What follows belongs to an exercise in optimizing a design on an open flow for small area; a production flow would make more cautious choices. At most, simulation tests tie the RTL to the original design; equivalence was not proved. Function not checked in run 2: the RTL went through the layout flow alone. Power is estimated from default activity; no workload was simulated.

## config.mk

```make
export PLATFORM = sky130hd
export DESIGN_NAME = td4_core
export DESIGN_NICKNAME = td4_core
export VERILOG_FILES = /design/flow/design.v
export SDC_FILE = /design/flow/constraint.sdc
export NUM_CORES = 4
export LEC_CHECK = 0
export CAP_MARGIN = 20
export CORE_MARGIN = 2
export CORE_UTILIZATION = 40
export SLEW_MARGIN = 20
```

## constraint.sdc

```tcl
create_clock -name core_clock -period 6.0 [get_ports {clk}]
set_input_delay 1.2000 -clock core_clock [delete_from_list [all_inputs] [get_ports {clk}]]
set_output_delay 1.2000 -clock core_clock [all_outputs]
set_load 0.01 [all_outputs]
```

## design.v

```verilog
module td4_core (
    input  wire       clk,
    input  wire       rst,           
    input  wire       prog_we,
    input  wire [3:0] prog_addr,
    input  wire [7:0] prog_wdata,
    input  wire       start,
    input  wire [4:0] prog_size,     
    input  wire [3:0] in_data,
    output wire       in_rd,
    output reg  [3:0] out_data,
    output reg        out_we,
    output wire       running,
    output wire       halted,
    output wire       aborted,
    output reg  [7:0] err_byte,
    output reg  [3:0] err_pc,
    output reg  [3:0] reg_a,
    output reg  [3:0] reg_b,
    output reg        carry,
    output reg  [4:0] pc
);
    localparam [3:0] OP_ADDA   = 4'h0;
    localparam [3:0] OP_MOVB2A = 4'h1;
    localparam [3:0] OP_INA    = 4'h2;
    localparam [3:0] OP_MOVA   = 4'h3;
    localparam [3:0] OP_MOVA2B = 4'h4;
    localparam [3:0] OP_ADDB   = 4'h5;
    localparam [3:0] OP_INB    = 4'h6;
    localparam [3:0] OP_MOVB   = 4'h7;
    localparam [3:0] OP_OUTB   = 4'h9;
    localparam [3:0] OP_OUTIM  = 4'hB;
    localparam [3:0] OP_JNC    = 4'hE;
    localparam [3:0] OP_JMP    = 4'hF;
    localparam [1:0] S_IDLE  = 2'd0;
    localparam [1:0] S_RUN   = 2'd1;
    localparam [1:0] S_HALT  = 2'd2;
    localparam [1:0] S_ABORT = 2'd3;
    reg [7:0] mem [0:15];
    reg [1:0] state;
    reg [4:0] size;
    always @(posedge clk) begin
        if (prog_we)
            mem[prog_addr] <= prog_wdata;
    end
    wire [7:0] fetch_byte = (pc < size) ? mem[pc[3:0]] : 8'h00;
    wire [3:0] op  = fetch_byte[7:4];
    wire [3:0] imm = fetch_byte[3:0];
    reg legal;
    always @(*) begin
        case (op)
            OP_ADDA, OP_MOVB2A, OP_INA, OP_MOVA, OP_MOVA2B, OP_ADDB,
            OP_INB, OP_MOVB, OP_OUTB, OP_OUTIM, OP_JNC, OP_JMP:
                legal = 1'b1;
            default:
                legal = 1'b0;
        endcase
    end
    wire [4:0] sum_a = {1'b0, reg_a} + {1'b0, imm};
    wire [4:0] sum_b = {1'b0, reg_b} + {1'b0, imm};
    reg [3:0] next_a;
    reg [3:0] next_b;
    reg       next_c;
    reg [4:0] next_pc;
    reg       do_out;
    reg [3:0] out_val;
    always @(*) begin
        next_a  = reg_a;
        next_b  = reg_b;
        next_c  = 1'b0;
        next_pc = pc + 5'd1;
        do_out  = 1'b0;
        out_val = out_data;
        case (op)
            OP_MOVA:   next_a = imm;
            OP_MOVB:   next_b = imm;
            OP_MOVA2B: next_b = reg_a;
            OP_MOVB2A: next_a = reg_b;
            OP_ADDA: begin
                next_a = sum_a[3:0];
                next_c = sum_a[4];
            end
            OP_ADDB: begin
                next_b = sum_b[3:0];
                next_c = sum_b[4];
            end
            OP_JMP:    next_pc = {1'b0, imm};
            OP_JNC:    next_pc = carry ? pc : {1'b0, imm};
            OP_INA:    next_a = in_data;
            OP_INB:    next_b = in_data;
            OP_OUTB: begin
                do_out  = 1'b1;
                out_val = reg_b;
            end
            OP_OUTIM: begin
                do_out  = 1'b1;
                out_val = imm;
            end
            default: ;
        endcase
    end
    assign in_rd   = (state == S_RUN) && legal && (op == OP_INA || op == OP_INB);
    assign running = (state == S_RUN);
    assign halted  = (state == S_HALT);
    assign aborted = (state == S_ABORT);
    always @(posedge clk) begin
        if (rst) begin
            state    <= S_IDLE;
            size     <= 5'd0;
            reg_a    <= 4'd0;
            reg_b    <= 4'd0;
            carry    <= 1'b0;
            pc       <= 5'd0;
            out_data <= 4'd0;
            out_we   <= 1'b0;
            err_byte <= 8'd0;
            err_pc   <= 4'd0;
        end else if (start) begin
            state    <= S_RUN;
            size     <= prog_size;
            reg_a    <= 4'd0;
            reg_b    <= 4'd0;
            carry    <= 1'b0;
            pc       <= 5'd0;
            out_we   <= 1'b0;
            err_byte <= 8'd0;
            err_pc   <= 4'd0;
        end else if (state == S_RUN) begin
            if (!legal) begin
                state    <= S_ABORT;
                err_byte <= fetch_byte;
                err_pc   <= pc[3:0];
                out_we   <= 1'b0;
            end else begin
                reg_a    <= next_a;
                reg_b    <= next_b;
                carry    <= next_c;
                pc       <= next_pc;
                out_data <= out_val;
                out_we   <= do_out;
                if (next_pc >= size)
                    state <= S_HALT;
            end
        end else begin
            out_we <= 1'b0;
        end
    end
endmodule
```

## run.sh

```bash
#!/bin/bash
# synth_recipe.tcl (not shown) runs the flow's synth.tcl, then flattens the netlist and writes it again
# the make line also repeats each setting of config.mk as NAME=value (left out here)
make -C /OpenROAD-flow-scripts/flow DESIGN_CONFIG=/design/flow/config.mk WORK_HOME=/design/flow/orfs CLKGATE_MAP_FILE= SYNTH_SCRIPT=/design/flow/synth_recipe.tcl finish
```

==> reports/results.txt, run 1 <==
nets -> 643
critical-path cell list -> nor2b_1, a2111oi_0, o41ai_1, o211a_2, nand2b_1, nor3b_1, clkdlybuf4s50_1
Initial Utilization -> 0.408
# fillers -> 1596
RSZ-0062 raised after global routing -> false
FF+latch count, synth -> 170
Final TNS setup -> 0 ns
Core Area -> 18800 µm²
Setup CP Type -> flop to output port
Via Count -> 4670
full die area -> 20300 µm²
met2 WL -> 7.98 mm
Syn Area/Cell -> 14.2 µm²
Peak VDD IR -> 0.196 mV
final hold vios -> 0
minimum clock period -> 4.76 ns
Clock Skews -> 0.0115 ns
Crit Path Max Fanout -> 32
post-CTS setup repair buffer count -> 0
initial antenna violation count -> 0
DRC viols -> 0
Max clock buf depth -> 2
Worst R2R End -> state[0]
gr usage total -> 0.176
clk slew on worst S/H paths -> 0.07 ns
Crit. End Element -> output port
hpwl dp -> 11.9 mm
Starting DRT DRC Count -> 506
gp weighted congestion -> 0.795
Synth warnings -> 1
fin crit share -> 0.794
routed length on met3 -> 909 µm
Final Max Slew Viols -> 0
clock root cell -> clkbuf_16
Gate Count Post-Synth -> 540
synth unique cells -> 67
row count -> 50
vias per cell -> 5.53
Area Growth Syn to Fin -> 18.2%
post_cts resized -> 0
vias in the first global route -> 4547
Hold/Removal Path Class -> flop to flop
pwr dens -> 312 nW/µm²
grt ovf -> 0
largest net degree at the start of global routing -> 33
Chip Height -> 142 µm
relative slew slack -> 0.252
synthesized cell area -> 7660 µm²
Top FF cell, synth -> edfxtp_1
crit path buf inv count -> 1
CTS HTree Levels -> 4
Final ANT Viol Nets -> 0
Die Width -> 142 µm
slowest CP cell -> dfxtp_2
CP delay by family, top -> compound AO/OA/AOI/OAI gates
post-synthesis net count -> 585
CP arrival -> 3.56 ns
crit-path max cell delay -> 0.88 ns
Antenna Diode Count -> 0
layout cells sized above 1 -> 0.160
# setup viols final -> 0
status -> finished clean
CTS tree -> yes
Post-synth ARST share -> 0
Pleak -> 3.06 nW
first-pass GRT wire length -> 26.4 mm
cts hold-fix bufs -> 0
CP endpoint -> in_rd
final setup margin -> 1.24 ns
I/O pin total -> 60
highest clock rate -> 210 MHz
Required @ worst endpoint -> 4.80 ns
total CTS buffers -> 17
FF-to-FF path depth -> 16
worst slack, placed -> 1.58 ns
top sig layer -> met4
worst slew pin tran -> 1.12 ns
detailed-route wire length per cell -> 20.3 µm
CP Launch Type -> flop
DR pass1 iterations -> 5
drt total wl -> 17.1 mm
hold-critical path depth -> 2
reg2reg setup slack -> 1.56 ns
clock sink count -> 170
startpoint of the worst hold path -> err_pc[3]
EDFF count, synth -> 128
# port buffers -> 59
max-cap viol count -> 0
worst-skew pair later-pin latency -> 0.43 ns
Routed met1 length -> 8.00 mm
WP depth -> 7
Seq/Total Area, Yosys -> 0.611
==> metal layers <==
layer,GRT usage,up-vias
met3,0.0407,15
met1,0.248,2322
met4,0.0516,0
met5,0,-
met2,0.274,145
li1,-,2188
==> where the power goes <==
| group | switching (W) | leakage, nW | internal, W |
|---|---|---|---|
| registers | 0.0000211 | 1.50 | 0.00129 |
| clock network | 0.000474 | 0.313 | 0.000709 |
| logic | 0.000191 | 1.25 | 0.000135 |
==> state kept, by name, summed over array words and instances (netlist names), 2 cells and up, named ones only <==
register and flops:
out_data 4, size 5, reg_a 4, err_byte 8, mem 128, pc 5, reg_b 4, state 2
err_pc 4
==> tightest hold or removal path: stages, from the launching register on <==
cell and delay (ns):
dfxtp_1 0.31, nand2_1 0.05, a21oi_1 0.05
==> cells in the mapped netlist, types with 6 or more instances <==
cell        n  area share
nor2b_1     7      0.0057
a211oi_1    9      0.0088
a21o_1      6      0.0059
inv_1      15      0.0073
nand2b_1    8      0.0065
mux2i_1    27       0.035
edfxtp_1  128        0.50
nand2_1    44       0.022
ha_1       18       0.029
buf_6       8       0.012
nand3_1    13      0.0085
dfxtp_1    42        0.11
a21oi_1    26       0.017
o211ai_1    8      0.0078
mux4_2     26       0.076
nor2_1     39       0.019
clkbuf_1    6      0.0029
mux2_2     10       0.015
nor3_1      8      0.0052
buf_2       6      0.0039
o21ai_0     7      0.0046
==> final cells by class <==
cell class,instances,area (µm²),share of cell area
clock buffer,18,429,0.0474
clock inverter,14,206,0.0228
inverter,17,63.8,0.00705
multi-input combinational,328,2750,0.303
sequential,170,4690,0.518
tap,234,293,0.0323
timing repair buffer,64,628,0.0694
==> worst min path at each step <==
stage	end	slack, ns
floorplan	size[1]	0.46
global placement	err_pc[3]	0.44
detailed placement	err_pc[3]	0.45
CTS	err_pc[3]	0.46
global route	err_pc[3]	0.48
finish	err_pc[3]	0.46
==> layout by cell type (no fill, tap or decap), drive strengths merged, types with 3 or more instances in the layout <==
master / Yosys / final
a31oi: 3 / 3
edfxtp: 128 / 128
xor2: 3 / 3
clkbuf: 6 / 18
buf: 19 / 5
and2: 3 / 3
bufinv: 0 / 4
nor2: 39 / 39
inv: 16 / 22
a22o: 3 / 3
clkdlybuf4s50: 0 / 59
a21o: 6 / 6
mux2i: 28 / 28
o21ai: 9 / 9
nor2b: 7 / 7
nand2b: 8 / 8
o211a: 5 / 5
dfxtp: 42 / 42
a211oi: 9 / 9
mux2: 14 / 14
o211ai: 8 / 8
ha: 18 / 18
mux4: 27 / 27
nand4: 3 / 3
nand3: 16 / 16
nand3b: 3 / 3
nand2: 46 / 46
a21oi: 28 / 28
nor3: 10 / 10
clkinv: 1 / 5
==> logic make-up (layout without fill, tap and decap cells) <==
logic type,after synthesis,in the layout,synth area share
buffers and inverters,42,113,0.0323
AOI/OAI and AO/OA,89,89,0.0810
xor gates and xnor gates,4,4,0.00457
and+or+nand+nor,146,146,0.0959
DFF,170,170,0.611
muxes,69,69,0.140
adders and majority gates,20,20,0.0346
==> stage by stage <==
stage / instances / util / total power [W] / hold slack [ns] / area (µm²)
floorplan: 540 / - / 0.00156 / 0.460 / 7660
global placement: 813 / 0.448 / 0.00165 / 0.440 / 8410
detailed placement: 813 / 0.448 / 0.00166 / 0.447 / 8410
CTS: 845 / 0.482 / 0.00284 / 0.456 / 9050
global route: 845 / 0.482 / 0.00292 / 0.483 / 9050
finish: 845 / 0.482 / 0.00282 / 0.456 / 9050
==> inputs of run 2 (changes only) <==
==> design.v (replaced) <==
module td4_core (
    input  wire       clk,
    input  wire       rst,
    input  wire       prog_we,
    input  wire [3:0] prog_addr,
    input  wire [7:0] prog_wdata,
    input  wire       start,
    input  wire [4:0] prog_size,
    input  wire [3:0] in_data,
    output wire       in_rd,
    output reg  [3:0] out_data,
    output reg        out_we,
    output wire       running,
    output wire       halted,
    output wire       aborted,
    output wire [7:0] err_byte,
    output wire [3:0] err_pc,
    output reg  [3:0] reg_a,
    output reg  [3:0] reg_b,
    output reg        carry,
    output reg  [4:0] pc
);
    reg [7:0] mem [0:15];
    reg [1:0] state;      
    reg [4:0] size;       
    reg       err_x;      
    always @(posedge clk)
        if (prog_we)
            mem[prog_addr] <= prog_wdata;
    assign running = (state == 2'd1);
    assign halted  = (state == 2'd2);
    assign aborted = (state == 2'd3);
    wire       nz = |size;
    wire [7:0] rd = mem[pc[3:0]];
    wire [3:0] op  = nz ? rd[7:4] : 4'h0;
    wire [3:0] imm = nz ? rd[3:0] : 4'h0;
    wire illegal = op[3] & ((~op[2] & ~op[0]) | (op[2] & ~op[1]));
    wire [4:0] sum_a = reg_a + imm;
    wire [4:0] sum_b = reg_b + imm;
    wire [4:0] pc_inc = pc + 5'd1;
    reg [3:0] next_a, next_b;
    reg       next_c;
    reg [4:0] next_pc;
    reg       do_out;
    reg [3:0] out_val;
    always @(*) begin
        next_a  = reg_a;
        next_b  = reg_b;
        next_c  = 1'b0;
        next_pc = pc_inc;
        do_out  = 1'b0;
        out_val = out_data;
        case (op)
            4'h0: begin next_a = sum_a[3:0]; next_c = sum_a[4]; end
            4'h1: next_a = reg_b;
            4'h2: next_a = in_data;
            4'h3: next_a = imm;
            4'h4: next_b = reg_a;
            4'h5: begin next_b = sum_b[3:0]; next_c = sum_b[4]; end
            4'h6: next_b = in_data;
            4'h7: next_b = imm;
            4'h9: begin do_out = 1'b1; out_val = reg_b; end
            4'hB: begin do_out = 1'b1; out_val = imm; end
            4'hE: next_pc = carry ? pc : {1'b0, imm};
            4'hF: next_pc = {1'b0, imm};
            default: ;
        endcase
    end
    assign in_rd = running & ~op[3] & op[1] & ~op[0];
    assign err_pc   = aborted ? pc[3:0] : 4'd0;
    assign err_byte = aborted ? {1'b1, size[4], ~size[4] & err_x, size[4] & err_x, size[3:0]} : 8'd0;
    always @(posedge clk) begin
        if (start)
            size <= prog_size;
        else if (running & illegal)
            size <= {op[2], imm};
        if (running)
            err_x <= op[1] | op[0];
    end
    always @(posedge clk) begin
        if (rst) begin
            state    <= 2'd0;
            reg_a    <= 4'd0;
            reg_b    <= 4'd0;
            carry    <= 1'b0;
            pc       <= 5'd0;
            out_data <= 4'd0;
            out_we   <= 1'b0;
        end else if (start) begin
            state    <= 2'd1;
            reg_a    <= 4'd0;
            reg_b    <= 4'd0;
            carry    <= 1'b0;
            pc       <= 5'd0;
            out_we   <= 1'b0;
        end else if (running) begin
            if (illegal) begin
                state  <= 2'd3;
                out_we <= 1'b0;
            end else begin
                reg_a    <= next_a;
                reg_b    <= next_b;
                carry    <= next_c;
                pc       <= next_pc;
                out_data <= out_val;
                out_we   <= do_out;
                if (next_pc >= size)
                    state <= 2'd2;
            end
        end else begin
            out_we <= 1'b0;
        end
    end
endmodule
--- a/config.mk
+++ b/config.mk
@@ -7,5 +7,7 @@
 export LEC_CHECK = 0
 export CAP_MARGIN = 20
 export CORE_MARGIN = 2
-export CORE_UTILIZATION = 40
+export CORE_UTILIZATION = 70
+export CTS_BUF_LIST = sky130_fd_sc_hd__clkbuf_4 sky130_fd_sc_hd__clkbuf_8
+export PLACE_DENSITY = 0.8
 export SLEW_MARGIN = 20
==> reports/results.txt, run 2 <==
EDFF count, synth -> 134
grt ovf -> 0
CTS HTree Levels -> 4
clock root cell -> clkbuf_8
Initial Utilization -> 0.710
status -> finished clean
highest clock rate -> 219 MHz
layout cells sized above 1 -> 0.143
Final ANT Viol Nets -> 0
Clock Skews -> 0.0157 ns
vias per cell -> 6.54
worst-skew pair later-pin latency -> 0.44 ns
FF+latch count, synth -> 159
CP arrival -> 3.37 ns
# setup viols final -> 0
final hold vios -> 0
CTS tree -> yes
vias in the first global route -> 4320
max reg flops -> 128
Synth warnings -> 1
biggest regs -> mem x128, pc x5, size x5
synthesized cell area -> 7240 µm²
Starting DRT DRC Count -> 465
clk slew on worst S/H paths -> 0.09 ns
final instance area -> 8320 µm²
gr usage total -> 0.294
worst slew pin tran -> 1.11 ns
most frequent cells in the layout -> 134 x edfxtp_1, 59 x clkdlybuf4s50_1, 35 x nor2_1
M1 GR Usage -> 0.380
Chip Height -> 106 µm
max-cap viol count -> 0
first-pass GRT wire length -> 23.8 mm
Max clock buf depth -> 2
worst slack, placed -> 1.60 ns
Hold/Removal Path Class -> flop to flop
DR pass1 iterations -> 5
CP Launch Type -> flop
Worst R2R End -> state[1]
synth unique cells -> 63
detailed-route wire length per cell -> 22.4 µm
cts hold-fix bufs -> 0
met3 Use GR -> 0.0569
post_cts resized -> 0
Area Growth Syn to Fin -> 14.9%
clock sink count -> 159
post-CTS setup repair buffer count -> 0
nets -> 589
largest net degree at the start of global routing -> 21
initial antenna violation count -> 0
grt met2 use -> 0.487
Top FF cell, synth -> edfxtp_1
pwr dens -> 277 nW/µm²
largest register by flop count -> mem
Syn Area/Cell -> 14.7 µm²
Setup CP Type -> flop to output port
hpwl dp -> 10.3 mm
Top Usage Layer GRT -> met2
Core Area -> 10200 µm²
Via Count -> 4555
hold-critical path depth -> 2
Die Width -> 106 µm
DRC viols -> 0
Min-Delay Endpoint -> out_data[1]
Gate Count Post-Synth -> 493
area fraction of the dominant cell type after synthesis -> 0.556
minimum clock period -> 4.57 ns
reg2reg setup slack -> 1.67 ns
Seq/Total Area, Yosys -> 0.625
Crit. End Element -> output port
Required @ worst endpoint -> 4.80 ns
total CTS buffers -> 17
area of placed instances -> 7890 µm²
Peak VDD IR -> 0.211 mV
Area contributors post-synth -> edfxtp_1 56%, mux4_2 8.1%, dfxtp_1 6.9%
Pleak -> 2.83 nW
placed cells -> 665
Final Max Slew Viols -> 0
Post-Layout Cell Count -> 696
Post-synth ARST share -> 0
fin crit share -> 0.762
post-synthesis net count -> 534
final setup margin -> 1.43 ns
commonest non-fill, non-tap cell in the layout -> edfxtp_1
# fillers -> 557
Final TNS setup -> 0 ns
top-count cell post-synth -> edfxtp_1
startpoint of the worst hold path -> out_data[1]
drt total wl -> 15.6 mm
I/O pin total -> 60
Antenna Diode Count -> 0
FF-to-FF path depth -> 15
Crit Path Max Fanout -> 20
row count -> 37
gp weighted congestion -> 0.852
Yosys top cell by area -> edfxtp_1
top cells by count, synth -> 134 x edfxtp_1, 35 x nor2_1, 33 x nand2_1
# port buffers -> 59
relative slew slack -> 0.260
RSZ-0062 raised after global routing -> false
full die area -> 11200 µm²
## run 2: cell types whose count changed after synthesis, moves of 7 or more
cell,previous run,this run
mux2i_1,27,20
nand2_1,44,33
mux2_2,10,3
dfxtp_1,42,25
o21ai_0,7,16
a21oi_1,26,14
and3_1,0,12
## run 2: worst max-delay path by stage
stage | end | slack (ns) | depth (start not counted)
after CTS | in_rd | 1.41 | 6
after global placement | state[1] | 1.76 | 14
final | in_rd | 1.43 | 7
after detailed placement | state[1] | 1.60 | 15
after floorplan | state[1] | 2.43 | 17
after global routing | state[1] | 1.22 | 15
## run 2: layout make-up
cell class | instances | area (µm²) | area share
sequential | 159 | 4520 | 0.544
timing repair buffer | 63 | 621 | 0.0746
inverter | 14 | 52.6 | 0.00632
clock inverter | 13 | 186 | 0.0224
multi-input combinational | 293 | 2520 | 0.303
clock buffer | 18 | 241 | 0.0290
tap | 136 | 170 | 0.0205
## run 2: where the power goes
group | total (W) | switching, W | internal [W] | leakage (nW)
logic | 0.000216 | 0.000125 | 0.0000913 | 1.20
clock network | 0.000843 | 0.000385 | 0.000458 | 0.207
registers | 0.00125 | 0.0000221 | 0.00122 | 1.42
## run 2: kinds of logic after synthesis
group           share of synthesized area
simple gates                       0.0986
xor+xnor                          0.00726
buf+inv                            0.0290
mux                                 0.140
fa+ha+maj                          0.0297
flops                               0.625
compound gates                     0.0699
## run 2: through the flow
| step | hold slack, ns | power (W) | util |
|---|---|---|---|
| floorplan | 0.515 | 0.00140 | - |
| finish | 0.506 | 0.00231 | 0.817 |
| global placement | 0.488 | 0.00148 | 0.775 |
| global route | 0.522 | 0.00237 | 0.817 |
| detailed placement | 0.498 | 0.00148 | 0.775 |
| CTS | 0.511 | 0.00231 | 0.817 |
## run 2: per-layer routing
metal / routed length (µm) / share of wire
met5: 0 / 0
met4: 608 / 0.039
met3: 1290 / 0.083
met2: 7740 / 0.50
met1: 5970 / 0.38
## run 2: critical path, cell delays in order, from the launching register on
cell and delay, ns:
dfxtp_1 0.70, buf_4 0.40, mux4_2 0.36, nand3_1 0.12, nand4_1 0.30, nand2b_1 0.27
nor3_1 0.18, clkdlybuf4s50_1 0.59

## static timing again, ports no longer ideal
No port has a modelled driver above. Below, the same layouts with a new extraction and two added sets of constraints.
Step 1, drivers: a clkbuf_16 drives clk and a buf_2 each remaining input, both assumed.
Step 2 times the ports against the registers' clock, not the clock port: input delays grow and output delays shrink by t, the midpoint of the rising clock arrivals with the driver on.
Three values: ideal, step 1, step 2; two values: the first two.
run	shift t [ns]	setup slack, ns	worst setup path after step 2	latest minus earliest clock arrival (ns)
run 1	0.467	1.238 / 1.194 / 1.562	register to register	0.012 / 0.011
run 2	0.471	1.431 / 1.395 / 1.670	register to register	0.016 / 0.016
After both steps every run listed still meets setup and hold.
